Background: an optimization exercise with open tools, aiming at a short achievable clock period and few clock cycles. Do not read the settings as production practice.
The RTL was checked by simulation tests, not by an equivalence proof against the original design.
Power and IR drop assume default switching activity.

$ cat flow/run.sh
#!/bin/bash
set -euo pipefail
bash standard.sh SETUP_SLACK_MARGIN=6.5 \
  "PLACE_PINS_ARGS=-group_pins {reg_valid reg_berr reg_addr* reg_rdata*}" \
  finish > standard_flow.log 2>&1
$ cat standard.sh
#!/bin/bash
# synth_recipe.tcl (not shown) runs the flow's synth.tcl, then flattens the netlist and writes it again
# the make line also repeats each setting of config.mk as NAME=value (left out here)
make -C /OpenROAD-flow-scripts/flow DESIGN_CONFIG=/design/flow/config.mk WORK_HOME=/design/flow/orfs CLKGATE_MAP_FILE= SYNTH_SCRIPT=/design/flow/synth_recipe.tcl "${@:-finish}"
$ cat config.mk
export PLATFORM = sky130hd
export DESIGN_NAME = raster_block
export DESIGN_NICKNAME = raster_block
export VERILOG_FILES = /design/flow/design.v
export SDC_FILE = /design/flow/constraint.sdc
export NUM_CORES = 4
export LEC_CHECK = 0
export ABC_CLOCK_PERIOD_IN_PS = 5000
export CAP_MARGIN = 20
export CORE_MARGIN = 2
export CORE_UTILIZATION = 40
export PLACE_DENSITY = 0.6
export SLEW_MARGIN = 20
$ cat constraint.sdc
create_clock -name core_clock -period 11.0 [get_ports {clk}]
set_input_delay 2.2000 -clock core_clock [delete_from_list [all_inputs] [get_ports {clk}]]
set_output_delay 2.2000 -clock core_clock [all_outputs]
set_load 0.01 [all_outputs]
$ cat design.v
module raster_block (
    input  wire        clk,
    input  wire        rst,           
    input  wire        reg_valid,
    input  wire        reg_write,
    input  wire [5:0]  reg_addr,
    input  wire [31:0] reg_wdata,
    output reg  [31:0] reg_rdata,
    output wire        reg_berr,
    output wire        pix_re,
    output wire [15:0] pix_addr,
    input  wire [7:0]  pix_rdata,
    output wire        bmp_re,
    output wire        bmp_we,
    output wire [12:0] bmp_addr,
    output wire [7:0]  bmp_wdata,
    input  wire [7:0]  bmp_rdata,
    output wire        out_we,
    output wire [14:0] out_addr,
    output wire [7:0]  out_wdata,
    output wire        busy_o
);
    localparam [31:0] PIX_CAP = 32'd65536;
    localparam [31:0] BMP_CAP = 32'd8192;
    localparam [31:0] OUT_CAP = 32'd16400;
    localparam [5:0] A_CMD = 6'h00, A_STATUS = 6'h04, A_ERR = 6'h08,
                     A_WIDTH = 6'h0C, A_HEIGHT = 6'h10, A_THRESH = 6'h14,
                     A_BMPW = 6'h18, A_BMPH = 6'h1C, A_BPR = 6'h20,
                     A_OUTLEN = 6'h24, A_PIXCAP = 6'h28, A_BMPCAP = 6'h2C,
                     A_OUTCAP = 6'h30;
    localparam [7:0] K_INVALID = 8'd1, K_INVARIANT = 8'd3, K_CAPACITY = 8'd4,
                     K_ILLEGAL = 8'd5;
    localparam [7:0] D_THRESH = 8'h01, D_WZERO = 8'h02, D_WALIGN = 8'h03,
                     D_HZERO = 8'h04, D_PIXCAP = 8'h05, D_BMPCAP = 8'h06,
                     D_BWZERO = 8'h11, D_BWALIGN = 8'h12, D_BHZERO = 8'h13,
                     D_BMPLEN = 8'h14, D_XRANGE = 8'h21, D_YRANGE = 8'h22,
                     D_OUTCAP = 8'h31, D_BADOP = 8'hF0, D_RSVD = 8'hF1;
    localparam [3:0] S_IDLE  = 4'd0,
                     S_CHK   = 4'd1,
                     S_RAST  = 4'd2,
                     S_EHDR  = 4'd3,
                     S_EDAT  = 4'd4,
                     S_ETAIL = 4'd5,
                     S_ZHDR  = 4'd6,
                     S_ZNUM  = 4'd7,
                     S_ZMID  = 4'd8,
                     S_ZHEX  = 4'd9,
                     S_ZTAIL = 4'd10,
                     S_FIN   = 4'd11;
    localparam [2:0] CHK_LAST = 3'd7;
    reg        busy, done, errf, ovr;
    reg [15:0] err;
    reg [31:0] width, height, thresh, bmp_w, bmp_h;
    reg [14:0] out_len;        
    reg [31:0] pending;
    wire [7:0] op = pending[7:0];
    reg [31:0] p_width, p_height, p_bmp_w, p_bmp_h;
    reg [7:0]  p_thresh;
    reg        p_thr;
    wire addr_ok = (reg_addr[1:0] == 2'b00) && (reg_addr <= A_OUTCAP);
    assign reg_berr = reg_valid && !addr_ok;
    wire wr = reg_valid && reg_write && addr_ok;
    reg [31:0] rd_g0, rd_g1, rd_g2;
    always @(*) begin
        case (reg_addr[3:2])
            2'd0: rd_g0 = 32'd0;
            2'd1: rd_g0 = {28'd0, ovr, errf, done, busy};
            2'd2: rd_g0 = {16'd0, err};
            default: rd_g0 = width;
        endcase
        case (reg_addr[3:2])
            2'd0: rd_g1 = height;
            2'd1: rd_g1 = thresh;
            2'd2: rd_g1 = bmp_w;
            default: rd_g1 = bmp_h;
        endcase
        case (reg_addr[3:2])
            2'd0: rd_g2 = {3'd0, bmp_w[31:3]};
            2'd1: rd_g2 = {17'd0, out_len};
            2'd2: rd_g2 = PIX_CAP;
            default: rd_g2 = BMP_CAP;
        endcase
        case (reg_addr[5:4])
            2'd0: reg_rdata = rd_g0;
            2'd1: reg_rdata = rd_g1;
            2'd2: reg_rdata = rd_g2;
            default: reg_rdata = OUT_CAP;
        endcase
    end
    function [7:0] hex_char(input [3:0] n);
        hex_char = (n < 4'd10) ? (8'h30 + {4'd0, n}) : (8'h37 + {4'd0, n});
    endfunction
    function [2:0] ndig(input [16:0] n);
        if (n >= 17'd10000)     ndig = 3'd5;
        else if (n >= 17'd1000) ndig = 3'd4;
        else if (n >= 17'd100)  ndig = 3'd3;
        else if (n >= 17'd10)   ndig = 3'd2;
        else                    ndig = 3'd1;
    endfunction
    function [15:0] pp2(input [13:0] b, input [1:0] h);
        pp2 = (h[0] ? {2'd0, b} : 16'd0) + (h[1] ? {1'b0, b, 1'b0} : 16'd0);
    endfunction
    function [36:0] dd(input [36:0] s);
        integer n;
        reg [19:0] b;
        begin
            b = s[36:17];
            for (n = 0; n < 5; n = n + 1)
                if (b[4*n +: 4] >= 4'd5)
                    b[4*n +: 4] = b[4*n +: 4] + 4'd3;
            dd = {b[18:0], s[16:0], 1'b0};
        end
    endfunction
    function [19:0] bcd_norm(input [19:0] d, input [2:0] nd);
        case (nd)
            3'd1:    bcd_norm = {d[3:0], 16'd0};
            3'd2:    bcd_norm = {d[7:0], 12'd0};
            3'd3:    bcd_norm = {d[11:0], 8'd0};
            3'd4:    bcd_norm = {d[15:0], 4'd0};
            default: bcd_norm = d;
        endcase
    endfunction
    function [7:0] esc_hdr(input [3:0] i, input [13:0] b, input [15:0] h);
        case (i)
            4'd0:  esc_hdr = 8'h1B;
            4'd1:  esc_hdr = 8'h40;
            4'd2:  esc_hdr = 8'h1B;
            4'd3:  esc_hdr = 8'h61;
            4'd4:  esc_hdr = 8'h01;
            4'd5:  esc_hdr = 8'h1D;
            4'd6:  esc_hdr = 8'h76;
            4'd7:  esc_hdr = 8'h30;
            4'd8:  esc_hdr = 8'h00;
            4'd9:  esc_hdr = b[7:0];
            4'd10: esc_hdr = {2'd0, b[13:8]};
            4'd11: esc_hdr = h[7:0];
            default: esc_hdr = h[15:8];
        endcase
    endfunction
    function [7:0] esc_tail(input [4:0] i);
        case (i)
            5'd0, 5'd1, 5'd2: esc_tail = 8'h0A;
            5'd3: esc_tail = 8'h1D;
            5'd4: esc_tail = 8'h56;
            default: esc_tail = 8'h00;
        endcase
    endfunction
    function [7:0] zpl_hdr(input [4:0] i);
        case (i)
            5'd0: zpl_hdr = 8'h5E;
            5'd1: zpl_hdr = 8'h58;
            5'd2: zpl_hdr = 8'h41;
            5'd3: zpl_hdr = 8'h0A;
            5'd4: zpl_hdr = 8'h5E;
            5'd5: zpl_hdr = 8'h50;
            default: zpl_hdr = 8'h57;
        endcase
    endfunction
    function [7:0] zpl_mid(input [4:0] i);
        case (i)
            5'd0:  zpl_mid = 8'h0A;
            5'd1:  zpl_mid = 8'h5E;
            5'd2:  zpl_mid = 8'h4C;
            5'd3:  zpl_mid = 8'h48;
            5'd4:  zpl_mid = 8'h30;
            5'd5:  zpl_mid = 8'h2C;
            5'd6:  zpl_mid = 8'h30;
            5'd7:  zpl_mid = 8'h0A;
            5'd8:  zpl_mid = 8'h5E;
            5'd9:  zpl_mid = 8'h46;
            5'd10: zpl_mid = 8'h4F;
            5'd11: zpl_mid = 8'h30;
            5'd12: zpl_mid = 8'h2C;
            5'd13: zpl_mid = 8'h30;
            5'd14: zpl_mid = 8'h0A;
            5'd15: zpl_mid = 8'h5E;
            5'd16: zpl_mid = 8'h47;
            5'd17: zpl_mid = 8'h46;
            5'd18: zpl_mid = 8'h41;
            default: zpl_mid = 8'h2C;
        endcase
    endfunction
    function [7:0] zpl_tail(input [4:0] i);
        case (i)
            5'd0: zpl_tail = 8'h0A;
            5'd1: zpl_tail = 8'h5E;
            5'd2: zpl_tail = 8'h58;
            default: zpl_tail = 8'h5A;
        endcase
    endfunction
    reg        r_wz, r_wa, r_hz, r_big1, r_big2, r_big3, r_big4;
    reg [15:0] r_pp0, r_pp1, r_pp2, r_pp3, r_pp4, r_pp5, r_pp6;
    reg [17:0] r_q0, r_q1, r_q2;
    reg [15:0] r_q3;
    reg [21:0] r_u0, r_u1;
    reg [27:0] r_prod;
    reg        r_cap;
    reg [12:0] r_tlast;        
    reg [15:0] r_lastp;        
    always @(posedge clk) begin
                r_wz   <= (p_width == 32'd0);
        r_wa   <= (p_width[2:0] != 3'd0);
        r_hz   <= (p_height == 32'd0);
        r_big1 <= (p_width[31:3] > 29'd8192) || (p_height > 32'd8192);
        r_pp0  <= pp2(p_width[16:3], p_height[1:0]);
        r_pp1  <= pp2(p_width[16:3], p_height[3:2]);
        r_pp2  <= pp2(p_width[16:3], p_height[5:4]);
        r_pp3  <= pp2(p_width[16:3], p_height[7:6]);
        r_pp4  <= pp2(p_width[16:3], p_height[9:8]);
        r_pp5  <= pp2(p_width[16:3], p_height[11:10]);
        r_pp6  <= pp2(p_width[16:3], p_height[13:12]);
        r_big2 <= r_big1;
        r_q0   <= {2'd0, r_pp0} + {r_pp1, 2'd0};
        r_q1   <= {2'd0, r_pp2} + {r_pp3, 2'd0};
        r_q2   <= {2'd0, r_pp4} + {r_pp5, 2'd0};
        r_q3   <= r_pp6;
        r_big3 <= r_big2;
        r_u0   <= {4'd0, r_q0} + {r_q1, 4'd0};
        r_u1   <= {4'd0, r_q2} + {2'd0, r_q3, 4'd0};
        r_big4 <= r_big3;
        r_prod <= {6'd0, r_u0} + {r_u1[19:0], 8'd0};
        r_cap   <= r_big4 || (r_prod > 28'd8192);
        r_tlast <= r_prod[12:0] - 13'd1;
        r_lastp <= {r_prod[12:0] - 13'd1, 3'b111};
    end
    reg        e_wz, e_wa, e_hz, e_big1, e_big2, e_big3, e_big4;
    reg [15:0] e_pp0, e_pp1, e_pp2, e_pp3, e_pp4, e_pp5, e_pp6;
    reg [17:0] e_q0, e_q1, e_q2;
    reg [15:0] e_q3;
    reg [21:0] e_u0, e_u1;
    reg [27:0] e_prod;
    reg        e_cap;
    reg [13:0] e_t;            
    reg [12:0] e_tlast;        
    reg [2:0]  e_dw, e_db, e_dt;
    reg [14:0] e_lesc;         
    reg [15:0] e_lzpl;         
    reg        e_zfail;
    always @(posedge clk) begin
        e_wz   <= (p_bmp_w == 32'd0);
        e_wa   <= (p_bmp_w[2:0] != 3'd0);
        e_hz   <= (p_bmp_h == 32'd0);
        e_big1 <= (p_bmp_w[31:3] > 29'd8192) || (p_bmp_h > 32'd8192);
        e_pp0  <= pp2(p_bmp_w[16:3], p_bmp_h[1:0]);
        e_pp1  <= pp2(p_bmp_w[16:3], p_bmp_h[3:2]);
        e_pp2  <= pp2(p_bmp_w[16:3], p_bmp_h[5:4]);
        e_pp3  <= pp2(p_bmp_w[16:3], p_bmp_h[7:6]);
        e_pp4  <= pp2(p_bmp_w[16:3], p_bmp_h[9:8]);
        e_pp5  <= pp2(p_bmp_w[16:3], p_bmp_h[11:10]);
        e_pp6  <= pp2(p_bmp_w[16:3], p_bmp_h[13:12]);
        e_dw   <= ndig(p_bmp_w[16:0]);
        e_db   <= ndig({3'd0, p_bmp_w[16:3]});
        e_big2 <= e_big1;
        e_q0   <= {2'd0, e_pp0} + {e_pp1, 2'd0};
        e_q1   <= {2'd0, e_pp2} + {e_pp3, 2'd0};
        e_q2   <= {2'd0, e_pp4} + {e_pp5, 2'd0};
        e_q3   <= e_pp6;
        e_big3 <= e_big2;
        e_u0   <= {4'd0, e_q0} + {e_q1, 4'd0};
        e_u1   <= {4'd0, e_q2} + {2'd0, e_q3, 4'd0};
        e_big4 <= e_big3;
        e_prod <= {6'd0, e_u0} + {e_u1[19:0], 8'd0};
        e_cap   <= e_big4 || (e_prod > 28'd8192);
        e_t     <= e_prod[13:0];
        e_tlast <= e_prod[12:0] - 13'd1;
        e_dt    <= ndig({3'd0, e_prod[13:0]});
        e_lesc  <= {1'b0, e_t} + 15'd19;
        e_lzpl  <= 16'd34 + {13'd0, e_dw} + {12'd0, e_dt, 1'b0} + {13'd0, e_db} +
                   {1'b0, e_t, 1'b0};
        e_zfail <= (e_lzpl > OUT_CAP[15:0]);
    end
    reg [36:0] w_s1, w_s2, w_s3, w_s4, w_s5;
    reg [36:0] b_s1, b_s2, b_s3, b_s4;
    reg [36:0] t_s1, t_s2, t_s3, t_s4;
    reg [19:0] norm_w, norm_b, norm_t;
    always @(posedge clk) begin
        w_s1 <= dd(dd(dd(dd({20'd0, p_bmp_w[16:0]}))));
        w_s2 <= dd(dd(dd(dd(w_s1))));
        w_s3 <= dd(dd(dd(w_s2)));
        w_s4 <= dd(dd(dd(w_s3)));
        w_s5 <= dd(dd(dd(w_s4)));
        norm_w <= bcd_norm(w_s5[36:17], e_dw);
        b_s1 <= dd(dd(dd(dd({20'd0, p_bmp_w[16:3], 3'd0}))));
        b_s2 <= dd(dd(dd(dd(b_s1))));
        b_s3 <= dd(dd(dd(b_s2)));
        b_s4 <= dd(dd(dd(b_s3)));
        norm_b <= bcd_norm(b_s4[36:17], e_db);
        t_s1 <= dd(dd(dd(dd({20'd0, e_t, 3'd0}))));
        t_s2 <= dd(dd(dd(dd(t_s1))));
        t_s3 <= dd(dd(dd(t_s2)));
        t_s4 <= dd(dd(dd(t_s3)));
        norm_t <= bcd_norm(t_s4[36:17], e_dt);
    end
    reg [3:0]  state;
    reg [2:0]  cw;             
    reg        lp_ok;          
    reg        pix_re_q;
    reg [15:0] pa;
    reg        rv;             
    reg [2:0]  k;
    reg [6:0]  acc;
    reg [12:0] bj;             
    reg        bwe, bre, blast;
    reg [12:0] baddr;
    reg [7:0]  wb;
    reg        owe;
    reg [14:0] oa;
    reg [7:0]  od;
    reg [4:0]  idx;
    reg [12:0] dj;             
    reg [1:0]  nsel;           
    reg [19:0] nsr;            
    reg [2:0]  nrem;           
    reg        hl;             
    reg [7:0]  lo_char;
    wire pbit = (pix_rdata < p_thresh);
    wire is_enc = (pending[31:8] == 24'd0) && (op == 8'h02 || op == 8'h03);
    assign pix_re    = pix_re_q;
    assign pix_addr  = pa;
    assign bmp_re    = bre;
    assign bmp_we    = bwe;
    assign bmp_addr  = baddr;
    assign bmp_wdata = wb;
    assign out_we    = owe;
    assign out_addr  = oa;
    assign out_wdata = od;
    assign busy_o    = busy;
    task fail(input [7:0] kind, input [7:0] detail);
        begin
            busy     <= 1'b0;
            errf     <= 1'b1;
            err      <= {detail, kind};
            if (is_enc)
                out_len <= 15'd0;
            state    <= S_IDLE;
            pix_re_q <= 1'b0;
        end
    endtask
    task succeed;
        begin
            busy  <= 1'b0;
            done  <= 1'b1;
            state <= S_IDLE;
        end
    endtask
    task emit(input [7:0] b);
        begin
            owe <= 1'b1;
            od  <= b;
        end
    endtask
    always @(posedge clk) begin
        if (rst) begin
            busy     <= 1'b0;
            done     <= 1'b0;
            errf     <= 1'b0;
            ovr      <= 1'b0;
            err      <= 16'd0;
            width    <= 32'd0;
            height   <= 32'd0;
            thresh   <= 32'd0;
            bmp_w    <= 32'd0;
            bmp_h    <= 32'd0;
            out_len  <= 15'd0;
            pending  <= 32'd0;
            state    <= S_IDLE;
            pix_re_q <= 1'b0;
            rv       <= 1'b0;
            bwe      <= 1'b0;
            bre      <= 1'b0;
            owe      <= 1'b0;
        end else begin
            bwe <= 1'b0;
            bre <= 1'b0;
            owe <= 1'b0;
            if (owe)
                oa <= oa + 15'd1;
            if (wr) begin
                case (reg_addr)
                    A_STATUS: begin
                        if (reg_wdata[1]) done <= 1'b0;
                        if (reg_wdata[2]) errf <= 1'b0;
                        if (reg_wdata[3]) ovr  <= 1'b0;
                    end
                    A_WIDTH:  if (!busy) width  <= reg_wdata;
                    A_HEIGHT: if (!busy) height <= reg_wdata;
                    A_THRESH: if (!busy) thresh <= reg_wdata;
                    A_BMPW:   if (!busy) bmp_w  <= reg_wdata;
                    A_BMPH:   if (!busy) bmp_h  <= reg_wdata;
                    default: ;
                endcase
            end
            rv <= pix_re_q;
            if (pix_re_q) begin
                pa <= pa + 16'd1;
                if (lp_ok && pa == r_lastp)
                    pix_re_q <= 1'b0;
            end
            if (rv) begin
                acc <= {acc[5:0], pbit};
                k   <= k + 3'd1;
                if (k == 3'd7) begin
                    wb    <= {acc, pbit};
                    bwe   <= (state == S_RAST);
                    baddr <= bj;
                    blast <= (bj == r_tlast);
                    bj    <= bj + 13'd1;
                end
            end
            case (state)
                S_IDLE: ;
                S_CHK: begin
                    cw <= cw + 3'd1;
                    if (cw == 3'd4)
                        lp_ok <= 1'b1;
                    if (cw == CHK_LAST) begin
                        if (pending[31:8] != 24'd0)
                            fail(K_ILLEGAL, D_RSVD);
                        else if (op == 8'h01) begin
                            if (p_thr)      fail(K_INVALID, D_THRESH);
                            else if (r_wz)  fail(K_INVALID, D_WZERO);
                            else if (r_wa)  fail(K_INVALID, D_WALIGN);
                            else if (r_hz)  fail(K_INVALID, D_HZERO);
                            else if (r_cap) fail(K_CAPACITY, D_PIXCAP);
                            else            state <= S_RAST;
                        end else if (op == 8'h02 || op == 8'h03) begin
                            if (e_wz)       fail(K_INVALID, D_BWZERO);
                            else if (e_wa)  fail(K_INVARIANT, D_BWALIGN);
                            else if (e_hz)  fail(K_INVALID, D_BHZERO);
                            else if (e_cap) fail(K_INVARIANT, D_BMPLEN);
                            else if (op == 8'h03 && e_zfail) fail(K_CAPACITY, D_OUTCAP);
                            else begin
                                state <= (op == 8'h02) ? S_EHDR : S_ZHDR;
                                idx   <= 5'd0;
                                oa    <= 15'd0;
                                dj    <= 13'd0;
                            end
                        end else
                            fail(K_ILLEGAL, D_BADOP);
                    end
                end
                S_RAST: begin
                    if (bwe && blast) begin
                        bmp_w <= width;
                        bmp_h <= height;
                        succeed;
                    end
                end
                S_EHDR: begin
                    emit(esc_hdr(idx[3:0], p_bmp_w[16:3], p_bmp_h[15:0]));
                    idx <= idx + 5'd1;
                    if (idx == 5'd11) begin
                        bre   <= 1'b1;
                        baddr <= 13'd0;
                    end
                    if (idx == 5'd12) begin
                        state <= S_EDAT;
                        if (e_tlast != 13'd0) begin
                            bre   <= 1'b1;
                            baddr <= 13'd1;
                        end
                    end
                end
                S_EDAT: begin
                    emit(bmp_rdata);
                    dj <= dj + 13'd1;
                    if (bre && baddr != e_tlast) begin
                        bre   <= 1'b1;
                        baddr <= baddr + 13'd1;
                    end
                    if (dj == e_tlast) begin
                        idx   <= 5'd0;
                        state <= S_ETAIL;
                    end
                end
                S_ETAIL: begin
                    emit(esc_tail(idx));
                    idx <= idx + 5'd1;
                    if (idx == 5'd5)
                        state <= S_FIN;
                end
                S_ZHDR: begin
                    emit(zpl_hdr(idx));
                    idx <= idx + 5'd1;
                    if (idx == 5'd6) begin
                        nsel  <= 2'd0;
                        nsr   <= norm_w;
                        nrem  <= e_dw;
                        state <= S_ZNUM;
                    end
                end
                S_ZNUM: begin
                    if (nsel != 2'd0 && nrem == 3'd1)
                        emit(8'h2C);
                    else
                        emit({4'h3, nsr[19:16]});
                    nsr  <= {nsr[15:0], 4'd0};
                    nrem <= nrem - 3'd1;
                    if (nsel == 2'd3 && nrem == 3'd2) begin
                        bre   <= 1'b1;
                        baddr <= 13'd0;
                    end
                    if (nrem == 3'd1) begin
                        case (nsel)
                            2'd0: begin
                                idx   <= 5'd0;
                                state <= S_ZMID;
                            end
                            2'd1: begin
                                nsel <= 2'd2;
                                nsr  <= norm_t;
                                nrem <= e_dt + 3'd1;
                            end
                            2'd2: begin
                                nsel <= 2'd3;
                                nsr  <= norm_b;
                                nrem <= e_db + 3'd1;
                            end
                            default: begin
                                hl    <= 1'b0;
                                state <= S_ZHEX;
                            end
                        endcase
                    end
                end
                S_ZMID: begin
                    emit(zpl_mid(idx));
                    idx <= idx + 5'd1;
                    if (idx == 5'd19) begin
                        nsel  <= 2'd1;
                        nsr   <= norm_t;
                        nrem  <= e_dt + 3'd1;
                        state <= S_ZNUM;
                    end
                end
                S_ZHEX: begin
                    hl <= !hl;
                    if (!hl) begin
                        emit(hex_char(bmp_rdata[7:4]));
                        lo_char <= hex_char(bmp_rdata[3:0]);
                        if (dj != e_tlast) begin
                            bre   <= 1'b1;
                            baddr <= dj + 13'd1;
                        end
                    end else begin
                        emit(lo_char);
                        dj <= dj + 13'd1;
                        if (dj == e_tlast) begin
                            idx   <= 5'd0;
                            state <= S_ZTAIL;
                        end
                    end
                end
                S_ZTAIL: begin
                    emit(zpl_tail(idx));
                    idx <= idx + 5'd1;
                    if (idx == 5'd3)
                        state <= S_FIN;
                end
                S_FIN: begin
                    out_len <= (op == 8'h02) ? e_lesc : e_lzpl[14:0];
                    succeed;
                end
                default: state <= S_IDLE;
            endcase
            if (wr && reg_addr == A_CMD) begin
                if (busy) begin
                    ovr <= 1'b1;
                end else begin
                    pending  <= reg_wdata;
                    p_width  <= width;
                    p_height <= height;
                    p_thresh <= thresh[7:0];
                    p_thr    <= (thresh[31:8] != 24'd0);
                    p_bmp_w  <= bmp_w;
                    p_bmp_h  <= bmp_h;
                    busy     <= 1'b1;
                    done     <= 1'b0;
                    errf     <= 1'b0;
                    err      <= 16'd0;
                    state    <= S_CHK;
                    cw       <= 3'd0;
                    lp_ok    <= 1'b0;
                    pix_re_q <= (reg_wdata == 32'd1);
                    pa       <= 16'd0;
                    k        <= 3'd0;
                    bj       <= 13'd0;
                end
            end
        end
    end
endmodule
==> flow_summary.yaml, run 1 <==
setup_path:
  rrSetupSlack_ns: 7.04
  crit_family: "buffers and inverters"
  path_max_fanout: 12
  r2r_start: "t_s1[18]"
  slowest_stage: "buf_4"
  r2r_end: "t_s2[23]"
  crit_arrival_ns: 3.54
  worstPathCellList: "buf_6 -> buf_12 -> nand2b_1 -> nor3_1 -> buf_4 -> a22oi_1 -> nand3_1 -> buf_2"
  crit_required_ns: 8.80
  worstSetupEndpointType: "primary output"
  worst_setup_path_start_kind: "input port"
  crit_type: "in2out"
  path_buf_inv: 4
  reg2reg_depth: 17
  critPathMaxStageDelay_ns: 0.27
yosys:
  yosysUniqueCellTypes: 99
  seq_area_frac_synth_pct: 42.6
  ys_async_sr_fraction_pct: 0
  ys_top_cells_by_count: "dfxtp_1 (1068), nand2_1 (608), nor2_1 (575)"
  ys.flop_type: "dfxtp_1"
  netlist_area_um2: 69600
  synth_top_area_share_pct: 30.7
  synthCells: 7412
  ys_warn_count: 1
  postSynthNetCount: 8043
  ys_top_cells_by_area: "dfxtp_1 (31%), edfxtp_1 (12%), ha_1 (9.8%)"
  synth.avg_cell_area_um2: 9.40
  yosys.area.top_type: "dfxtp_1"
  ys_seq_elements: 1344
  synth_most_common_cell: "dfxtp_1"
  synth_enable_flop_cells: 276
route:
  drc: 0
  wirelength_um: 202000
  firstDrtPassIters: 9
  wl_per_cell_um: 20.3
  drt_iter0_drc: 4386
  viasPerCell: 5.50
  antenna_left: 0
  dr_total_vias: 54956
clock_network:
  clk_path_buf_depth: 3
  clock_latency_ns: 0.80
  cts_hold_buf: 0
  cts-htree-levels: 4
  cts_tree: "yes"
  clock_sink_count: 1344
  cts_buffers: 148
  clock-root-buffer: "clkbuf_16"
  clkTransAtPathRegs_ns: 0.07
die:
  die_w_um: 421
  core_area_um2: 173000
  pin_count: 156
  rows: 153
  dieArea_um2: 177000
  start_util_pct: 40.2
  die_height_um: 421
finish:
  syn_to_final_growth_pct: 14.4
  final_core_util_pct: 45.9
  drive_gt1_share_pct: 7.99
  nFillCells: 16484
  finalNetCount: 8170
power:
  ir_drop_uv: 160
  p_leak_uw: 0.0331
  p_per_area_nw_per_um2: 159
grt:
  grt-ovfl-total: 0
  gr-usage-met1_pct: 29.2
  grt_antenna_before_repair: 8
  grt_use_met3_pct: 2.92
  grt_pass1_vias: 51582
  met2_usage_pct: 35.3
  grt_max_degree: 97
  grt.total_usage_pct: 22.0
  grt_pass1_wl_um: 305000
  busiest_layer: "met2"
run:
  drv_cap: 0
worst_hold_path:
  hp-start: "r_big2"
  holdPathStages: 0
  hold_class: "reg2reg"
  whs_endpoint: "r_big3"
sta:
  tightestPinTransition_ns: 1.18
  rsz0062_at_grt: "yes"
  slew_viol_final: 0
  fin_crit_sh_pct: 52.2
  max_freq_mhz: 174
  layout_min_cycle_time_ns: 5.74
  setup-violations-final: 0
  fin_setup_tns_ns: 0
  timing.final.hold_violations: 0
  skew_ns: 0.0516
  slew_headroom_pct: 21.2
status:
  status: "finished clean"
placement:
  hpwl_um: 149000
  finalWeightedCongestion: 0.943
  portBuffers: 155
==> power by group <==
group | switching, µW | internal [µW] | total (µW)
Clock | 2160 | 3090 | 5250
Sequential | 197 | 5250 | 5450
Combinational | 1060 | 876 | 1940
Total | 3420 | 9210 | 12600
==> kinds of logic after synthesis <==
group / count (synthesis) / share of synthesized area [%]
buf+inv: 685 / 3.79
mux: 235 / 4.03
flops: 1344 / 42.6
compound gates: 1610 / 15.0
xor+xnor: 520 / 6.54
fa+ha+maj: 574 / 10.6
simple gates: 2444 / 17.5
==> sequential cells by signal (all words and copies together), names as in the netlist, 19 cells and up, named ones only <==
| name | cells |
|---|---|
| bmp_h | 32 |
| bmp_w | 32 |
| height | 32 |
| p_bmp_h | 32 |
| p_bmp_w | 32 |
| p_height | 32 |
| p_width | 32 |
| pending | 32 |
| thresh | 32 |
| width | 32 |
| e_prod | 28 |
| r_prod | 28 |
| e_u0 | 22 |
| r_u0 | 22 |
| e_u1 | 20 |
| norm_b | 20 |
| norm_t | 20 |
| norm_w | 20 |
| nsr | 20 |
| r_u1 | 20 |
| w_s3 | 20 |
| w_s5 | 20 |
| w_s2 | 19 |
==> repair_timing <==
| item | 4_1_cts | 5_1_grt |
|---|---|---|
| gates cloned | 11 | 0 |
| setup buffers | 31 | 6 |
| pin swaps | 44 | 33 |
| setup endpoints to repair | 291 | 117 |
| gates resized for setup | 232 | 31 |
==> layout by cell type (no fill, tap or decap), types with 35 or more instances in the layout <==
master	count
nor2b_1	83
clkdlybuf4s50_1	117
edfxtp_1	276
nand2_1	596
clkbuf_16	154
a21oi_1	520
and2_1	414
o21ai_0	330
a211oi_1	96
nor2_1	564
mux2i_1	162
nand4_1	65
a22oi_1	57
nor3_1	149
a222oi_1	39
o21a_1	72
nand2b_1	80
nand3_1	144
and3_1	43
inv_1	402
xor2_1	124
mux2_2	39
nor4_1	97
buf_4	76
xnor2_1	396
ha_1	544
a21o_1	69
a21boi_0	35
dfxtp_1	1066
==> cell type report <==
| class | count | area, µm² | area share, % |
|---|---|---|---|
| diodes | 4 | 10.0 | 0.0126 |
| clock buffers | 205 | 4260 | 5.34 |
| clock inverters | 69 | 998 | 1.25 |
| inverters | 408 | 1530 | 1.92 |
| multi-input cells | 5384 | 37800 | 47.5 |
| flip-flops and latches | 1344 | 29700 | 37.2 |
| well taps | 2325 | 2910 | 3.65 |
| repair buffers | 253 | 2500 | 3.13 |
==> through the flow <==
stage	std cells	total power [µW]	hold WS [ns]	setup slack, ns	area [µm²]
3_3_place_gp	9666	7360	0.310	3.62	73500
4_1_cts	9982	12700	0.297	5.27	79500
6_report	9992	12600	0.300	5.26	79700
2_1_floorplan	7412	6990	0.310	5.26	69900
3_5_place_dp	9666	7450	0.312	3.60	73500
5_1_grt	9991	13200	0.311	5.22	79700
==> layer usage <==
layer,vias to the layer above,wire (µm)
met5,-,0
met4,0,10200
met3,433,11500
met2,1751,91400
met1,26290,89400
li1,26482,-
==> worst max-delay path by stage <==
| stage | start | end | slack, ns | depth (start not counted) |
|---|---|---|---|---|
| 2_1_floorplan | reg_addr[4] | p_bmp_h[0] | 5.26 | 9 |
| 3_3_place_gp | reg_addr[5] | reg_rdata[6] | 3.62 | 6 |
| 3_5_place_dp | reg_addr[5] | reg_rdata[1] | 3.60 | 6 |
| 4_1_cts | reg_addr[3] | reg_rdata[22] | 5.27 | 6 |
| 5_1_grt | reg_addr[3] | reg_rdata[23] | 5.22 | 6 |
| 6_report | reg_addr[2] | reg_rdata[4] | 5.26 | 8 |
Testbench counts, summed over its fixed seeds: cycles 1,103,036.
==> inputs of run 2 (changes only) <==
--- a/config.mk
+++ b/config.mk
@@ -9,5 +9,5 @@
 export CAP_MARGIN = 20
 export CORE_MARGIN = 2
-export CORE_UTILIZATION = 40
-export PLACE_DENSITY = 0.6
+export CORE_UTILIZATION = 55
+export PLACE_DENSITY = 0.7
 export SLEW_MARGIN = 20
==> run 2 against run 1 <==
Effect of this change: still clean on timing, DRC and antenna; cell count down 6.6%; clock skew down 0.015 ns; sequential cell count unchanged; sequential power about the same; utilization up 17 points; final area down 1.0%; wire length down 4.7%; first-iteration DRC count up 36%; synthesized cell count unchanged; critical path type unchanged; largest power group unchanged.
==> flow_summary.yaml, run 2 <==
sta:
  skew_ns: 0.0364
  fin_setup_tns_ns: 0
  layout_min_cycle_time_ns: 5.85
  rsz0062_at_grt: "yes"
  slew_viol_final: 0
  fin_hold_ws_ns: 0.319
  setup-violations-final: 0
  max_freq_mhz: 171
  fin_crit_sh_pct: 53.2
  timing.final.hold_violations: 0
  slew_headroom_pct: 21.9
  tightestPinTransition_ns: 1.17
route:
  firstDrtPassIters: 10
  drt_iter0_drc: 5957
  viasPerCell: 5.95
  dr_total_vias: 55495
  drc: 0
  wl_per_cell_um: 20.7
  antenna_left: 0
  wirelength_um: 193000
worst_hold_path:
  holdPathStages: 0
  whs_endpoint: "r_prod[1]"
  hp-start: "r_u0[1]"
  hold_class: "reg2reg"
grt:
  grt_pass1_vias: 51817
  grt_antenna_before_repair: 7
  grt.total_usage_pct: 29.0
  grt_pass1_wl_um: 295000
  grt-ovfl-total: 0
  grt_max_degree: 97
yosys:
  synth_top_family_by_area: "simple AND/OR/NAND/NOR gates"
  ys_async_sr_fraction_pct: 0
  synth.avg_cell_area_um2: 9.40
  yosys.area.top_type: "dfxtp_1"
  ys_top_cells_by_area: "dfxtp_1 (31%), edfxtp_1 (12%), ha_1 (9.8%)"
  synth_enable_flop_cells: 276
  ys_warn_count: 1
  synthCells: 7412
  yosysUniqueCellTypes: 99
  synth_xor_area_share_pct: 6.54
  synth_compound_area_share_pct: 15.0
  ys.flop_type: "dfxtp_1"
  postSynthNetCount: 8043
  synthSimpleGateAreaFrac_pct: 17.5
  synthAdderAreaFrac_pct: 10.6
  seq_area_frac_synth_pct: 42.6
  netlist_area_um2: 69600
  synthMuxAreaShare_pct: 4.03
  synth_top_area_share_pct: 30.7
  synth_most_common_cell: "dfxtp_1"
  ys_seq_elements: 1344
  ys_top_cells_by_count: "dfxtp_1 (1068), nand2_1 (608), nor2_1 (575)"
finish:
  fin_cells: 9334
  stdcell_area_um2: 78900
  drive_gt1_share_pct: 8.11
  finalNetCount: 8188
  syn_to_final_growth_pct: 13.3
  nFillCells: 10282
  mostFrequentLayoutCell: "dfxtp_1"
  mostFrequentLayoutCells: "dfxtp_1 (1067), nand2_1 (594), nor2_1 (565)"
power:
  totalPowerFinal_uw: 12600
  p_leak_uw: 0.0332
  ir_drop_uv: 155
  p_per_area_nw_per_um2: 159
die:
  dieArea_um2: 129000
  die_height_um: 360
  die_w_um: 360
  rows: 130
  core_area_um2: 126000
  start_util_pct: 55.5
  pin_count: 156
setup_path:
  crit_required_ns: 8.80
  crit_type: "in2out"
  reg2reg_depth: 11
  r2r_end: "e_lzpl[14]"
  worstSetupEndpointType: "primary output"
  path_max_fanout: 6
  worst_setup_path_start_kind: "input port"
  crit_arrival_ns: 3.65
  r2r_start: "e_dw[2]"
  rrSetupSlack_ns: 6.99
clock_network:
  clock-root-buffer: "clkbuf_16"
  cts_tree: "yes"
  clk_path_buf_depth: 3
  cts_buffers: 145
  cts-htree-levels: 4
  clkTransAtPathRegs_ns: 0.06
  clock_sink_count: 1344
  clock_latency_ns: 0.79
run:
  drv_cap: 0
status:
  status: "finished clean"
placement:
  finalWeightedCongestion: 1.01
  place_area_um2: 72700
  portBuffers: 155
  dp_cells: 8993
  hpwl_um: 139000
[run 2: what timing repair did]
item | in CTS | in global routing
hold buffers | 0 | 0
gates resized for setup | 206 | 56
setup endpoints to repair | 310 | 155
gates cloned | 13 | 2
pin swaps | 33 | 22
endpoints found under the hold margin | 0 | 0
buffers inserted | 36 | 16
[run 2: worst max path at each step]
stage                            from            end  slack (ns)
after floorplan           reg_addr[4]     p_bmp_h[0]        5.26
after global placement    reg_addr[5]   reg_rdata[0]        3.45
after detailed placement  reg_addr[4]   reg_rdata[0]        3.47
after CTS                 reg_addr[3]  reg_rdata[22]        5.15
after global routing      reg_addr[3]  reg_rdata[18]        5.10
final                     reg_addr[3]  reg_rdata[18]        5.15
[run 2: cells by family (layout without fill, tap and decap cells)]
kind of cell,after synthesis,after routing
mux,235,235
flops,1344,1344
compound gates,1610,1610
xor+xnor,520,520
other cells,0,2
buf+inv,685,951
simple gates,2444,2448
fa+ha+maj,574,574
[run 2: where the power goes]
| part | switching (µW) | internal [µW] | total [µW] |
|---|---|---|---|
| clock | 2050 | 3080 | 5130 |
| combinational | 1110 | 883 | 2000 |
| sequential | 193 | 5250 | 5440 |
| total | 3360 | 9210 | 12600 |
[run 2: area by class of cell]
class | count | area [µm²] | area share (%)
repair buffers | 271 | 2710 | 3.44
clock buffers | 200 | 4260 | 5.40
inverters | 408 | 1530 | 1.94
clock inverters | 72 | 861 | 1.09
multi-input cells | 5387 | 37800 | 47.9
flip-flops and latches | 1344 | 29700 | 37.6
well taps | 1650 | 2060 | 2.62
diodes | 2 | 5.00 | 0.00634
[run 2: metrics by stage]
stage                     setup slack (ns)  util, %
after floorplan                       5.26        -
after global placement                3.45     57.9
after detailed placement              3.47     57.9
after CTS                             5.15     62.5
after global routing                  5.10     62.8
final                                 5.15     62.8
[run 2: metal layers]
| layer | part of all wire (%) | vias to the layer above | track usage (%) |
|---|---|---|---|
| met5 | 0.019 | - | 0 |
| met4 | 4.3 | 6 | 12.3 |
| met3 | 9.0 | 423 | 6.40 |
| met2 | 43 | 2224 | 44.0 |
| met1 | 44 | 26283 | 39.8 |
| li1 | - | 26559 | - |
[run 2: worst max-delay path, cell delays in order]
cell and delay, ns:
buf_12 0.12, buf_16 0.13, mux4_2 0.50, a222oi_1 0.45, inv_1 0.10, buf_2 0.16
==> inputs of run 3 (changes only) <==
==> flow/run.sh (replaced) <==
#!/bin/bash
set -euo pipefail
bash standard.sh SETUP_SLACK_MARGIN=6.0 \
  "PLACE_PINS_ARGS=-group_pins {reg_valid reg_berr reg_addr* reg_rdata*}" \
  finish > standard_flow.log 2>&1
--- a/config.mk
+++ b/config.mk
@@ -6,8 +6,8 @@
 export NUM_CORES = 4
 export LEC_CHECK = 0
-export ABC_CLOCK_PERIOD_IN_PS = 5000
+export ABC_CLOCK_PERIOD_IN_PS = 4000
 export CAP_MARGIN = 20
 export CORE_MARGIN = 2
-export CORE_UTILIZATION = 55
-export PLACE_DENSITY = 0.7
+export CORE_UTILIZATION = 40
+export PLACE_DENSITY = 0.75
 export SLEW_MARGIN = 20
==> run 3 against run 2 <==
Effect of this change: clock-buffer cell count down 7; maximum frequency increased by 0.82%; combinational power barely moved; clock skew increased by 0.0065 ns; utilization decreased by 17 points; power down 1.9%; sequential power about the same; register-to-register slack worse by 0.12 ns; final area increased by 1.1%; die area grew 37%; via count up 1.4%; wire length is 4.6% higher; largest cell class unchanged.
==> flow_summary.yaml, run 3 <==
setup_path:
  crit_required_ns: 8.80
  worstSetupEndpointType: "primary output"
  path_buf_inv: 5
  cpMostUsedCell: "buf_6"
  crit_family: "buffers and inverters"
  crit_arrival_ns: 3.60
  worstPathCellList: "buf_6 -> buf_8 -> nand2b_4 -> nor3_4 -> buf_6 -> buf_16 -> a222oi_1 -> nand2_2 -> buf_6"
  worst_setup_path_start_kind: "input port"
  critPathMaxStageDelay_ns: 0.41
  path_max_fanout: 7
  crit_type: "in2out"
  slowest_stage: "a222oi_1"
yosys:
  seq_area_frac_synth_pct: 42.6
  ys.flop_type: "dfxtp_1"
  ys_seq_elements: 1344
  ys_warn_count: 1
  synthCells: 7412
  yosysUniqueCellTypes: 99
  ys_top_cells_by_area: "dfxtp_1 (31%), edfxtp_1 (12%), ha_1 (9.8%)"
  ys_async_sr_fraction_pct: 0
  synth_most_common_cell: "dfxtp_1"
  netlist_area_um2: 69600
  ys_top_cells_by_count: "dfxtp_1 (1068), nand2_1 (608), nor2_1 (575)"
  synth_top_area_share_pct: 30.7
  synth.avg_cell_area_um2: 9.40
  postSynthNetCount: 8043
  synth_enable_flop_cells: 276
  yosys.area.top_type: "dfxtp_1"
die:
  die_w_um: 421
  start_util_pct: 40.2
  die_height_um: 421
  rows: 153
  pin_count: 156
  dieArea_um2: 177000
  core_area_um2: 173000
worst_hold_path:
  hold_class: "reg2reg"
route:
  dr_total_vias: 56257
  antenna_left: 0
  firstDrtPassIters: 9
  drt_iter0_drc: 5360
  drc: 0
  wirelength_um: 202000
  wl_per_cell_um: 20.1
  viasPerCell: 5.61
sta:
  tightestPinTransition_ns: 1.11
  skew_ns: 0.0429
  setup-violations-final: 0
  layout_min_cycle_time_ns: 5.80
  fin_crit_sh_pct: 52.8
  max_freq_mhz: 172
  slew_viol_final: 0
  fin_setup_tns_ns: 0
  slew_headroom_pct: 25.9
  timing.final.hold_violations: 0
  rsz0062_at_grt: "yes"
finish:
  mostFrequentLayoutCell: "dfxtp_1"
  nFillCells: 15907
  mostFrequentLayoutCells: "dfxtp_1 (1067), nand2_1 (597), nor2_1 (567)"
  syn_to_final_growth_pct: 14.5
  finalNetCount: 8199
  drive_gt1_share_pct: 8.11
grt:
  grt_max_degree: 104
  grt_pass1_vias: 53433
  grt-ovfl-total: 0
  grt.total_usage_pct: 21.8
  grt_pass1_wl_um: 306000
  grt_antenna_before_repair: 20
placement:
  portBuffers: 155
  hpwl_um: 147000
  finalWeightedCongestion: 0.947
clock_network:
  clk_path_buf_depth: 3
  cts_buffers: 146
  cts_tree: "yes"
  cts_hold_buf: 0
  clock_latency_ns: 0.81
  clkTransAtPathRegs_ns: 0.05
  cts-htree-levels: 4
  clock_sink_count: 1344
  clock-root-buffer: "clkbuf_16"
power:
  p_leak_uw: 0.0331
  totalPowerFinal_uw: 12300
  p_per_area_nw_per_um2: 155
  ir_drop_uv: 155
run:
  drv_cap: 0
status:
  status: "finished clean"
-- run 3: layer usage --
layer  routed length (µm)  GRT usage [%]  vias up
met5                   26              0        -
met4                12500           12.3        4
met3                15300           4.55      583
met2                93200           36.1     2212
met1                80800           26.4    26863
li1                     -              -    26595
-- run 3: cell type report --
class / instances / area (µm²) / share of cell area (%)
clock inverters: 80 / 878 / 1.10
multi-input cells: 5387 / 37800 / 47.4
well taps: 2325 / 2910 / 3.65
diodes: 9 / 22.5 / 0.0282
inverters: 408 / 1530 / 1.92
repair buffers: 281 / 2900 / 3.64
flip-flops and latches: 1344 / 29700 / 37.2
clock buffers: 193 / 4030 / 5.05
-- run 3: power by group --
part | switching (µW) | internal [µW]
logic | 1090 | 891
registers | 187 | 5250
clock network | 2140 | 2780
-- run 3: cell families after synthesis --
logic type	synth area share, %
AO/OA/AOI/OAI	15.0
XOR/XNOR	6.54
adder cells (fa/ha/maj)	10.6
buffers and inverters	3.79
flip-flops	42.6
multiplexers	4.03
AND/OR/NAND/NOR	17.5
-- run 3: metrics by stage --
step	area, µm²	utilization [%]	setup slack (ns)	hold WS [ns]	std cells
after floorplan	69900	-	5.26	0.310	7412
after global placement	73500	42.4	3.77	0.310	9662
after detailed placement	73500	42.4	3.75	0.312	9662
after CTS	79300	45.7	5.24	0.311	9990
after global routing	79800	46.0	5.17	0.322	10023
final	79800	46.0	5.20	0.316	10027
-- run 3: repair_timing --
action	in CTS	in global routing
setup endpoints to repair	133	121
pin swaps	45	30
setup buffers	39	25
gates cloned	16	2
gates resized for setup	233	51
-- run 3: final timing paths --
| path | from | end | slack, ns | cells after the start |
|---|---|---|---|---|
| setup / recovery | reg_addr[4] | reg_rdata[15] | 5.20 | 9 |
| hold / removal | t_s1[12] | t_s2[16] | 0.32 | 0 |
| setup reg to reg | state[3] | flip-flop | 6.87 | 8 |
| hold reg to reg | t_s1[12] | t_s2[16] | 0.32 | 0 |
==> inputs of run 4 (changes only) <==
==> flow/run.sh (replaced) <==
#!/bin/bash
set -euo pipefail
bash standard.sh SETUP_SLACK_MARGIN=6.5 \
  "PLACE_PINS_ARGS=-group_pins {reg_rdata[0] reg_rdata[1] reg_rdata[2] reg_rdata[3] reg_rdata[4] reg_rdata[5] reg_rdata[6] reg_rdata[7] reg_rdata[8] reg_rdata[9] reg_rdata[10] reg_rdata[11] reg_rdata[12] reg_rdata[13] reg_rdata[14] reg_rdata[15] reg_valid reg_berr reg_addr[5] reg_addr[4] reg_addr[3] reg_addr[2] reg_addr[1] reg_addr[0] reg_rdata[16] reg_rdata[17] reg_rdata[18] reg_rdata[19] reg_rdata[20] reg_rdata[21] reg_rdata[22] reg_rdata[23] reg_rdata[24] reg_rdata[25] reg_rdata[26] reg_rdata[27] reg_rdata[28] reg_rdata[29] reg_rdata[30] reg_rdata[31]}" \
  finish > standard_flow.log 2>&1
--- a/config.mk
+++ b/config.mk
@@ -6,8 +6,8 @@
 export NUM_CORES = 4
 export LEC_CHECK = 0
-export ABC_CLOCK_PERIOD_IN_PS = 4000
+export ABC_CLOCK_PERIOD_IN_PS = 5000
 export CAP_MARGIN = 20
 export CORE_MARGIN = 2
 export CORE_UTILIZATION = 40
-export PLACE_DENSITY = 0.75
+export PLACE_DENSITY = 0.6
 export SLEW_MARGIN = 20
==> run 4 against run 3 <==
Effect of this change: cell count rose by 0.18%; setup slack got worse by 0.0075 ns; clock-buffer cell count rose by 8.
==> flow_summary.yaml, run 4 <==
status:
  status: "finished clean"
placement:
  place_area_um2: 73500
  hpwl_um: 149000
  post-place-ws_ns: 3.27
  dp_cells: 9665
  portBuffers: 155
  finalWeightedCongestion: 0.940
power:
  pwr-share-seq_pct: 43.5
  p_int_uw: 9090
  combinationalPowerShare_pct: 15.6
  sw_frac_of_total_pct: 27.4
  power.switching_uw: 3430
  p_clk_share_pct: 41.0
  p_per_area_nw_per_um2: 156
  ir_drop_uv: 151
  p_leak_uw: 0.0333
sta:
  fin_crit_sh_pct: 52.8
  timing.final.hold_violations: 0
  fin_setup_tns_ns: 0
  layout_min_cycle_time_ns: 5.81
  setup_slack_ns: 5.19
  skew_ns: 0.0712
  rsz0062_at_grt: "yes"
  slew_viol_final: 0
  setup-violations-final: 0
  max_freq_mhz: 172
  tightestPinTransition_ns: 1.14
  slew_headroom_pct: 24.2
finish:
  mostFrequentLayoutCells: "dfxtp_1 (1067), nand2_1 (592), nor2_1 (567)"
  mostFrequentLayoutCell: "dfxtp_1"
  drive_gt1_share_pct: 8.62
  seq_area_um2: 29700
  fin_cells: 10045
  nFillCells: 16506
  syn_to_final_growth_pct: 15.1
  stdcell_area_um2: 80100
  multiInputGateArea_um2: 37900
  finalNetCount: 8223
route:
  wl_per_cell_um: 20.0
  wirelength_um: 201000
  antenna_left: 0
  viasPerCell: 5.47
  drt_iter0_drc: 4487
  drc: 0
  dr_total_vias: 54963
  firstDrtPassIters: 8
run:
  drv_cap: 0
die:
  start_util_pct: 40.2
  core_area_um2: 173000
  die_w_um: 421
  rows: 153
  die_height_um: 421
  pin_count: 156
  dieArea_um2: 177000
yosys:
  synth_most_common_cell: "dfxtp_1"
  synth.avg_cell_area_um2: 9.40
  seq_area_frac_synth_pct: 42.6
  yosysUniqueCellTypes: 99
  synthSimpleGateAreaFrac_pct: 17.5
  ys_seq_elements: 1344
  synthMuxAreaShare_pct: 4.03
  synthAdderAreaFrac_pct: 10.6
  ys_top_cells_by_count: "dfxtp_1 (1068), nand2_1 (608), nor2_1 (575)"
  ys_top_cells_by_area: "dfxtp_1 (31%), edfxtp_1 (12%), ha_1 (9.8%)"
  postSynthNetCount: 8043
  synth_xor_area_share_pct: 6.54
  netlist_area_um2: 69600
  ys_warn_count: 1
  synth_top_family_by_area: "simple AND/OR/NAND/NOR gates"
  synth_enable_flop_cells: 276
  synth_top_area_share_pct: 30.7
  ys_async_sr_fraction_pct: 0
  synthCells: 7412
  ys.flop_type: "dfxtp_1"
  synth_compound_area_share_pct: 15.0
  yosys.area.top_type: "dfxtp_1"
setup_path:
  path_max_fanout: 7
  crit_type: "in2out"
  crit_required_ns: 8.80
  crit_arrival_ns: 3.61
  worstSetupEndpointType: "primary output"
  worst_setup_path_start_kind: "input port"
grt:
  grt_antenna_before_repair: 10
  grt_pass1_vias: 52143
  grt-ovfl-total: 0
  busiest_layer: "met2"
  grt_pass1_wl_um: 306000
  grt_max_degree: 79
  grt_use_met3_pct: 2.98
  grt.total_usage_pct: 22.0
  gr-usage-met1_pct: 28.9
  met2_usage_pct: 36.2
clock_network:
  clock-root-buffer: "clkbuf_16"
  clock_sink_count: 1344
  cts_buffers: 150
  clk_path_buf_depth: 3
  clock_latency_ns: 0.82
  cts-htree-levels: 4
  cts_tree: "yes"
  cts_hold_buf: 0
  clkTransAtPathRegs_ns: 0.06
worst_hold_path:
  hold_class: "reg2reg"
## run 4: cell counts after synthesis
No cell type changed its count.
## run 4: final timing paths
check              start       endpoint  slack [ns]  cells past startpoint
max          reg_addr[3]  reg_rdata[14]        5.19                      7
min reg2reg     w_s3[11]       w_s4[14]        0.32                      0
max reg2reg     state[3]      flip-flop        6.98                      8
min             w_s3[11]       w_s4[14]        0.32                      0
## run 4: layer usage
layer | wire length (µm) | vias to the layer above | part of all wire, %
li1 | - | 26611 | -
met3 | 10200 | 421 | 5.1
met2 | 92800 | 1625 | 46
met1 | 89300 | 26304 | 44
met5 | 7 | - | 0.0035
met4 | 9080 | 2 | 4.5
## run 4: through the flow
stage,utilization (%),hold slack [ns],power (µW)
detailed placement,42.4,0.312,7450
floorplan,-,0.310,6990
CTS,46.0,0.318,12600
global route,46.2,0.319,13100
global placement,42.4,0.310,7370
finish,46.2,0.323,12500
## run 4: logic make-up after synthesis
| logic type | Yosys count |
|---|---|
| AOI/OAI and AO/OA | 1610 |
| xor gates and xnor gates | 520 |
| adders and majority gates | 574 |
| buffers and inverters | 685 |
| DFF | 1344 |
| muxes | 235 |
| and+or+nand+nor | 2444 |
## run 4: cell type report
cell class | instances | area share (%)
multi-input cells | 5386 | 47.2
flip-flops and latches | 1344 | 37.0
clock buffers | 201 | 5.25
repair buffers | 302 | 3.75
well taps | 2325 | 3.63
inverters | 408 | 1.91
clock inverters | 75 | 1.20
diodes | 4 | 0.0125
## run 4: critical path: stages
cell and delay [ns]:
buf_16 0.12, buf_16 0.15, buf_12 0.14, mux4_2 0.51
o22ai_2 0.22, nand2_2 0.11, buf_2 0.16
## run 4: repair_timing
action,in CTS,in global routing
pin swaps,50,24
setup buffers,63,25
endpoints found under the setup margin,238,179
gates cloned,9,3
gates resized for setup,256,41
## run 4: power by group through the flow
| stage | clock network, µW | registers, µW | logic (µW) |
|---|---|---|---|
| 2_1_floorplan | 0 | 5460 | 1530 |
| 3_5_place_dp | 0 | 5550 | 1900 |
| 4_1_cts | 5240 | 5440 | 1950 |
| 5_1_grt | 5430 | 5470 | 2210 |
| 6_report | 5130 | 5440 | 1950 |
| 3_3_place_gp | 0 | 5550 | 1820 |
==> inputs of run 5 (changes only) <==
--- a/config.mk
+++ b/config.mk
@@ -10,4 +10,6 @@
 export CORE_MARGIN = 2
 export CORE_UTILIZATION = 40
+export GPL_ROUTABILITY_DRIVEN = 0
+export GPL_TIMING_DRIVEN = 1
 export PLACE_DENSITY = 0.6
 export SLEW_MARGIN = 20
==> run 5 against run 4 <==
Effect of this change: via count decreased by 0.24%; synthesized cell count unchanged; non-clock buffer count decreased by 48; clock skew decreased by 0.043 ns; die area unchanged.
==> flow_summary.yaml, run 5 <==
status:
  status: "finished clean"
sta:
  timing.final.hold_violations: 0
  max_freq_mhz: 173
  setup-violations-final: 0
  tightestPinTransition_ns: 1.11
  fin_setup_tns_ns: 0
  fin_crit_sh_pct: 52.7
  slew_viol_final: 0
  layout_min_cycle_time_ns: 5.79
  slew_headroom_pct: 25.7
  rsz0062_at_grt: "yes"
  skew_ns: 0.0279
setup_path:
  slowest_stage: "mux4_2"
  crit_arrival_ns: 3.59
  worstPathCellList: "buf_16 -> buf_4 -> buf_16 -> mux4_2 -> o21ai_2 -> nand3_2 -> buf_6"
  reg2reg_depth: 8
  crit_type: "in2out"
  critPathMaxStageDelay_ns: 0.50
  cpMostUsedCell: "buf_16"
  worstSetupEndpointType: "primary output"
  path_max_fanout: 6
  crit_required_ns: 8.80
  worst_setup_path_start_kind: "input port"
yosys:
  synth_enable_flop_cells: 276
  ys_top_cells_by_count: "dfxtp_1 (1068), nand2_1 (608), nor2_1 (575)"
  ys_async_sr_fraction_pct: 0
  yosysUniqueCellTypes: 99
  synth_most_common_cell: "dfxtp_1"
  synthCells: 7412
  ys_warn_count: 1
  synth.avg_cell_area_um2: 9.40
  ys.flop_type: "dfxtp_1"
  postSynthNetCount: 8043
  seq_area_frac_synth_pct: 42.6
  synth_top_area_share_pct: 30.7
  netlist_area_um2: 69600
  yosys.area.top_type: "dfxtp_1"
  ys_seq_elements: 1344
  ys_top_cells_by_area: "dfxtp_1 (31%), edfxtp_1 (12%), ha_1 (9.8%)"
worst_hold_path:
  hold_class: "reg2reg"
  holdPathStages: 0
placement:
  portBuffers: 155
  dp_cells: 9659
  hpwl_um: 145000
clock_network:
  clkTransAtPathRegs_ns: 0.06
  cts_tree: "yes"
  clock_latency_ns: 0.80
  clk_path_buf_depth: 3
  cts_buffers: 149
  clock-root-buffer: "clkbuf_16"
  clock_sink_count: 1344
  cts-htree-levels: 4
grt:
  grt_antenna_before_repair: 14
  grt-ovfl-total: 0
  grt_max_degree: 108
  grt.total_usage_pct: 21.6
  grt_pass1_vias: 51448
  grt_pass1_wl_um: 302000
finish:
  mostFrequentLayoutCells: "dfxtp_1 (1067), nand2_1 (594), nor2_1 (568)"
  fin_cells: 9997
  syn_to_final_growth_pct: 14.5
  finalNetCount: 8174
  drive_gt1_share_pct: 8.04
  mostFrequentLayoutCell: "dfxtp_1"
power:
  p_leak_uw: 0.0332
  totalPowerFinal_uw: 12600
  ir_drop_uv: 164
  p_per_area_nw_per_um2: 157
route:
  firstDrtPassIters: 9
  drc: 0
  wirelength_um: 200000
  viasPerCell: 5.48
  antenna_left: 0
  wl_per_cell_um: 20.0
  drt_iter0_drc: 4843
  dr_total_vias: 54830
run:
  drv_cap: 0
die:
  core_area_um2: 173000
  start_util_pct: 40.2
  die_height_um: 421
  rows: 153
  pin_count: 156
  die_w_um: 421
  dieArea_um2: 177000
## run 5: changes by cell type in the layout (fill, tap and decap cells not counted), sizes merged
| cell | change |
|---|---|
| bufbuf | -1 |
| clkbuf | +1 |
| diode | +5 |
| buf | -51 |
| inv | +2 |
| clkinv | -5 |
| clkinvlp | +1 |
## run 5: worst max-delay path: cells and delay by family
| family | cells | cell delay (ns) |
|---|---|---|
| compound gates | 1 | 0.19 |
| mux | 1 | 0.50 |
| buf+inv | 4 | 0.54 |
| simple gates | 1 | 0.15 |
## run 5: per-layer routing
metal	up-vias	global-route usage (%)	part of all wire [%]
met5	-	0	0.0035
met4	2	10.0	5.0
met3	467	4.26	7.4
met2	2008	34.4	44
met1	25856	28.3	43
li1	26497	-	-
## run 5: logic make-up after synthesis
family | synth area share [%]
xor+xnor | 6.54
buf+inv | 3.79
compound gates | 15.0
mux | 4.03
simple gates | 17.5
fa+ha+maj | 10.6
flops | 42.6
## run 5: through the flow
step | hold WS [ns] | setup WS (ns) | area [µm²] | util, %
floorplan | 0.310 | 5.26 | 69900 | -
global placement | 0.310 | 3.60 | 73500 | 42.4
detailed placement | 0.312 | 3.48 | 73500 | 42.4
CTS | 0.324 | 5.22 | 79400 | 45.8
global route | 0.324 | 5.17 | 79800 | 46.0
finish | 0.323 | 5.21 | 79800 | 46.0
## run 5: what timing repair did
action / CTS / global route
pin swaps: 48 / 24
hold buffers: 0 / 0
buffers inserted: 30 / 10
gates resized for setup: 224 / 35
gates cloned: 11 / 7
setup endpoints to repair: 308 / 257
## run 5: power by group
group / switching, µW / internal [µW]
Combinational: 1050 / 876
Sequential: 196 / 5250
Clock: 2160 / 3030
## run 5: worst paths after layout
path	startpoint	to	slack, ns
max	reg_addr[3]	reg_rdata[4]	5.21
min	r_pp6[6]	r_q3[6]	0.32
max reg2reg	state[3]	flip-flop	6.96
min reg2reg	r_pp6[6]	r_q3[6]	0.32
## run 5: area by class of cell
| type | instances | area (µm²) |
|---|---|---|
| multi-input cells | 5386 | 37800 |
| repair buffers | 254 | 2690 |
| flip-flops and latches | 1344 | 29700 |
| diodes | 9 | 22.5 |
| clock buffers | 198 | 4330 |
| clock inverters | 73 | 875 |
| well taps | 2325 | 2910 |
| fillers | 16252 | 93700 |
| inverters | 408 | 1530 |
==> inputs of run 6 (changes only) <==
--- a/design.v
+++ b/design.v
@@ -61,30 +61,24 @@
     assign reg_berr = reg_valid && !addr_ok;
     wire wr = reg_valid && reg_write && addr_ok;
-    reg [31:0] rd_g0, rd_g1, rd_g2;
+    wire [15:0] rsel;
+    genvar gi;
+    generate
+        for (gi = 0; gi < 16; gi = gi + 1) begin : g_rsel
+            assign rsel[gi] = (reg_addr[5:2] == gi);
+        end
+    endgenerate
     always @(*) begin
-        case (reg_addr[3:2])
-            2'd0: rd_g0 = 32'd0;
-            2'd1: rd_g0 = {28'd0, ovr, errf, done, busy};
-            2'd2: rd_g0 = {16'd0, err};
-            default: rd_g0 = width;
-        endcase
-        case (reg_addr[3:2])
-            2'd0: rd_g1 = height;
-            2'd1: rd_g1 = thresh;
-            2'd2: rd_g1 = bmp_w;
-            default: rd_g1 = bmp_h;
-        endcase
-        case (reg_addr[3:2])
-            2'd0: rd_g2 = {3'd0, bmp_w[31:3]};
-            2'd1: rd_g2 = {17'd0, out_len};
-            2'd2: rd_g2 = PIX_CAP;
-            default: rd_g2 = BMP_CAP;
-        endcase
-        case (reg_addr[5:4])
-            2'd0: reg_rdata = rd_g0;
-            2'd1: reg_rdata = rd_g1;
-            2'd2: reg_rdata = rd_g2;
-            default: reg_rdata = OUT_CAP;
-        endcase
+        reg_rdata = ({32{rsel[1]}}  & {28'd0, ovr, errf, done, busy}) |
+                    ({32{rsel[2]}}  & {16'd0, err}) |
+                    ({32{rsel[3]}}  & width) |
+                    ({32{rsel[4]}}  & height) |
+                    ({32{rsel[5]}}  & thresh) |
+                    ({32{rsel[6]}}  & bmp_w) |
+                    ({32{rsel[7]}}  & bmp_h) |
+                    ({32{rsel[8]}}  & {3'd0, bmp_w[31:3]}) |
+                    ({32{rsel[9]}}  & {17'd0, out_len}) |
+                    ({32{rsel[10]}} & PIX_CAP) |
+                    ({32{rsel[11]}} & BMP_CAP) |
+                    ({32{rsel[12]}} & OUT_CAP);
     end
     function [7:0] hex_char(input [3:0] n);
==> flow/run.sh (replaced) <==
#!/bin/bash
set -euo pipefail
bash standard.sh SETUP_SLACK_MARGIN=6.5 \
  "PLACE_PINS_ARGS=-group_pins {reg_valid reg_berr reg_addr* reg_rdata*}" \
  finish > standard_flow.log 2>&1
--- a/config.mk
+++ b/config.mk
@@ -10,6 +10,4 @@
 export CORE_MARGIN = 2
 export CORE_UTILIZATION = 40
-export GPL_ROUTABILITY_DRIVEN = 0
-export GPL_TIMING_DRIVEN = 1
 export PLACE_DENSITY = 0.6
 export SLEW_MARGIN = 20
==> run 6 against run 5 <==
Effect of this change: critical path depth increased by 2; clock power increased by 1%; clock skew increased by 0.018 ns; sequential power decreased by 3%; sequential cell count unchanged; final area increased by 0.14%; first-iteration DRC count decreased by 0.58%; non-clock buffer count increased by 40; combinational power decreased by 39%; cell count increased by 1.3%; largest cell class unchanged; highest routed layer is now met4.
==> flow_summary.yaml, run 6 <==
setup_path:
  path_max_fanout: 7
  slowest_stage: "a222oi_1"
  crit_arrival_ns: 3.65
  cpMostUsedCell: "buf_12"
  worstSetupEndpointType: "primary output"
  rrSetupSlack_ns: 6.78
  worst_setup_path_start_kind: "input port"
  crit_type: "in2out"
  critPathMaxStageDelay_ns: 0.29
  crit_required_ns: 8.80
  worstPathCellList: "buf_12 -> buf_16 -> and3_4 -> buf_4 -> buf_12 -> a222oi_1 -> o21ai_1 -> a21o_1 -> buf_2"
grt:
  grt_antenna_before_repair: 15
  grt_pass1_vias: 52331
  grt-ovfl-total: 0
  grt_max_degree: 199
  grt_pass1_wl_um: 310000
  grt.total_usage_pct: 22.7
placement:
  finalWeightedCongestion: 0.927
  post-place-ws_ns: 3.39
  hpwl_um: 151000
  portBuffers: 155
yosys:
  netlist_area_um2: 69400
  synth_enable_flop_cells: 276
  ys_seq_elements: 1344
  postSynthNetCount: 8163
  synth_most_common_cell: "dfxtp_1"
  ys_top_cells_by_area: "dfxtp_1 (31%), edfxtp_1 (12%), ha_1 (9.8%)"
  yosysUniqueCellTypes: 90
  synthCells: 7532
  ys_async_sr_fraction_pct: 0
  yosys.area.top_type: "dfxtp_1"
  seq_area_frac_synth_pct: 42.7
  synth_top_area_share_pct: 30.8
  ys_warn_count: 1
  synth.avg_cell_area_um2: 9.22
  ys.flop_type: "dfxtp_1"
  ys_top_cells_by_count: "dfxtp_1 (1068), nand2_1 (680), a21oi_1 (566)"
clock_network:
  cts_hold_buf: 0
  clock_sink_count: 1344
  cts_buffers: 150
  cts_tree: "yes"
  clk_path_buf_depth: 3
  clock-root-buffer: "clkbuf_16"
  cts-htree-levels: 4
  clock_latency_ns: 0.84
  clkTransAtPathRegs_ns: 0.06
worst_hold_path:
  hold_class: "reg2reg"
die:
  core_area_um2: 172000
  rows: 152
  die_w_um: 421
  pin_count: 156
  start_util_pct: 40.3
  dieArea_um2: 177000
  die_height_um: 421
finish:
  nFillCells: 16147
  drive_gt1_share_pct: 8.20
  syn_to_final_growth_pct: 15.1
  finalNetCount: 8313
  mostFrequentLayoutCell: "dfxtp_1"
  seq_area_um2: 29700
  mostFrequentLayoutCells: "dfxtp_1 (1066), nand2_1 (676), a21oi_1 (556)"
  multiInputGateArea_um2: 37500
route:
  antenna_left: 0
  viasPerCell: 5.51
  wirelength_um: 206000
  wl_per_cell_um: 20.4
  drc: 0
  dr_total_vias: 55759
  firstDrtPassIters: 9
  drt_iter0_drc: 4815
sta:
  setup-violations-final: 0
  setup_slack_ns: 5.15
  fin_crit_sh_pct: 53.2
  fin_setup_tns_ns: 0
  skew_ns: 0.0463
  rsz0062_at_grt: "yes"
  slew_viol_final: 0
  layout_min_cycle_time_ns: 5.85
  slew_headroom_pct: 22.1
  tightestPinTransition_ns: 1.17
  timing.final.hold_violations: 0
  max_freq_mhz: 171
  fin_hold_ws_ns: 0.319
run:
  drv_cap: 0
power:
  ir_drop_uv: 177
  p_per_area_nw_per_um2: 147
  p_leak_uw: 0.0329
status:
  status: "finished clean"
run 6: cell count changes after synthesis, sizes merged, moves of 32 or more:
cell	before	now
a211oi	97	47
a21oi	526	566
a311oi	6	77
mux2i	162	78
mux4	32	0
nand2	608	680
nand3	152	243
run 6: cells by family after synthesis:
group | Yosys count | synth area share [%]
muxes | 141 | 2.15
adders and majority gates | 575 | 10.7
buffers and inverters | 698 | 3.84
AOI/OAI and AO/OA | 1693 | 15.8
and+or+nand+nor | 2550 | 18.1
DFF | 1344 | 42.7
xor gates and xnor gates | 531 | 6.70
run 6: path summary, 6_finish.rpt:
path / from / endpoint / depth (start not counted)
max: reg_addr[3] / reg_rdata[16] / 9
min: r_pp6[2] / r_q3[2] / 0
min reg2reg: r_pp6[2] / r_q3[2] / 0
max reg2reg: e_dw[1] / e_lzpl[11] / 13
run 6: report_power, final:
group	internal, µW	leakage [µW]	switching, µW	total (µW)
clock	3050	0.00255	2190	5240
combinational	530	0.0188	647	1180
sequential	5180	0.0115	130	5310
run 6: repair_timing:
action	in CTS	in global routing
gates cloned	8	3
buffers inserted	52	7
gates resized for setup	260	35
setup endpoints to repair	332	195
pin swaps	44	29
run 6: metal layers:
layer  vias to the layer above  GRT usage (%)  part of all wire [%]
met4                         0           9.13                   4.2
met2                      1774           36.0                    44
met3                       381           3.87                   6.6
li1                      27011              -                     -
met5                         -              0                     0
met1                     26593           30.7                    45
run 6: critical path: cells and delay by family:
family	cells	cell delay [ns]
compound gates	3	0.59
buf+inv	5	0.66
simple gates	1	0.20
run 6: layout make-up:
type                       count  share of cell area [%]
clock inverter                80                    1.27
tap                         2310                    3.62
timing repair buffer         294                    3.77
sequential                  1344                    37.1
multi-input combinational   5490                    47.0
inverter                     402                    1.89
antenna                        5                  0.0157
clock buffer                 197                    5.30
run 6: per-stage QoR:
| step | cells | cell area [µm²] | power [µW] | utilization (%) |
|---|---|---|---|---|
| CTS | 10106 | 79600 | 11800 | 46.3 |
| floorplan | 7532 | 69700 | 6230 | - |
| finish | 10122 | 79900 | 11700 | 46.4 |
| global route | 10118 | 79900 | 12200 | 46.4 |
| detailed placement | 9769 | 73500 | 6550 | 42.7 |
| global placement | 9768 | 73400 | 6490 | 42.7 |
Testbench counts of run 6, summed over its fixed seeds: cycles 1,103,036.

[re-timing with driven ports]
Ports are ideal in the flow. The routed layouts listed here were re-timed in OpenROAD. Step 1, drivers: a clkbuf_16 drives clk and a buf_2 each remaining input, both assumed. Step 2 adds t to the input delays and takes it off the output delays; t is the mean of the earliest and latest rising clock arrival at the registers after step 1. Input paths then give back, and output paths get back, about the clock's delay inside the block. Slacks: no drivers / after step 1 / after step 2; pairs: no drivers / after step 1.
run	shift t [ns]	slack for setup (ns)	worst setup path at the end	clock arrival spread, ns
run 1	0.861	5.258 / 5.180 / 5.180	input to output	0.057 / 0.057
run 2	0.853	5.148 / 5.084 / 5.084	input to output	0.038 / 0.038
run 3	0.876	5.196 / 5.060 / 5.060	input to output	0.048 / 0.048
run 4	0.873	5.188 / 5.101 / 5.101	input to output	0.072 / 0.071
run 5	0.867	5.207 / 5.121 / 5.121	input to output	0.039 / 0.039
run 6	0.895	5.153 / 5.097 / 5.097	input to output	0.052 / 0.051
After both steps every run listed still meets setup and hold. The setup slack of run 3, which loses most, moves by -0.136 ns with the drivers and by -0.136 ns with both steps.
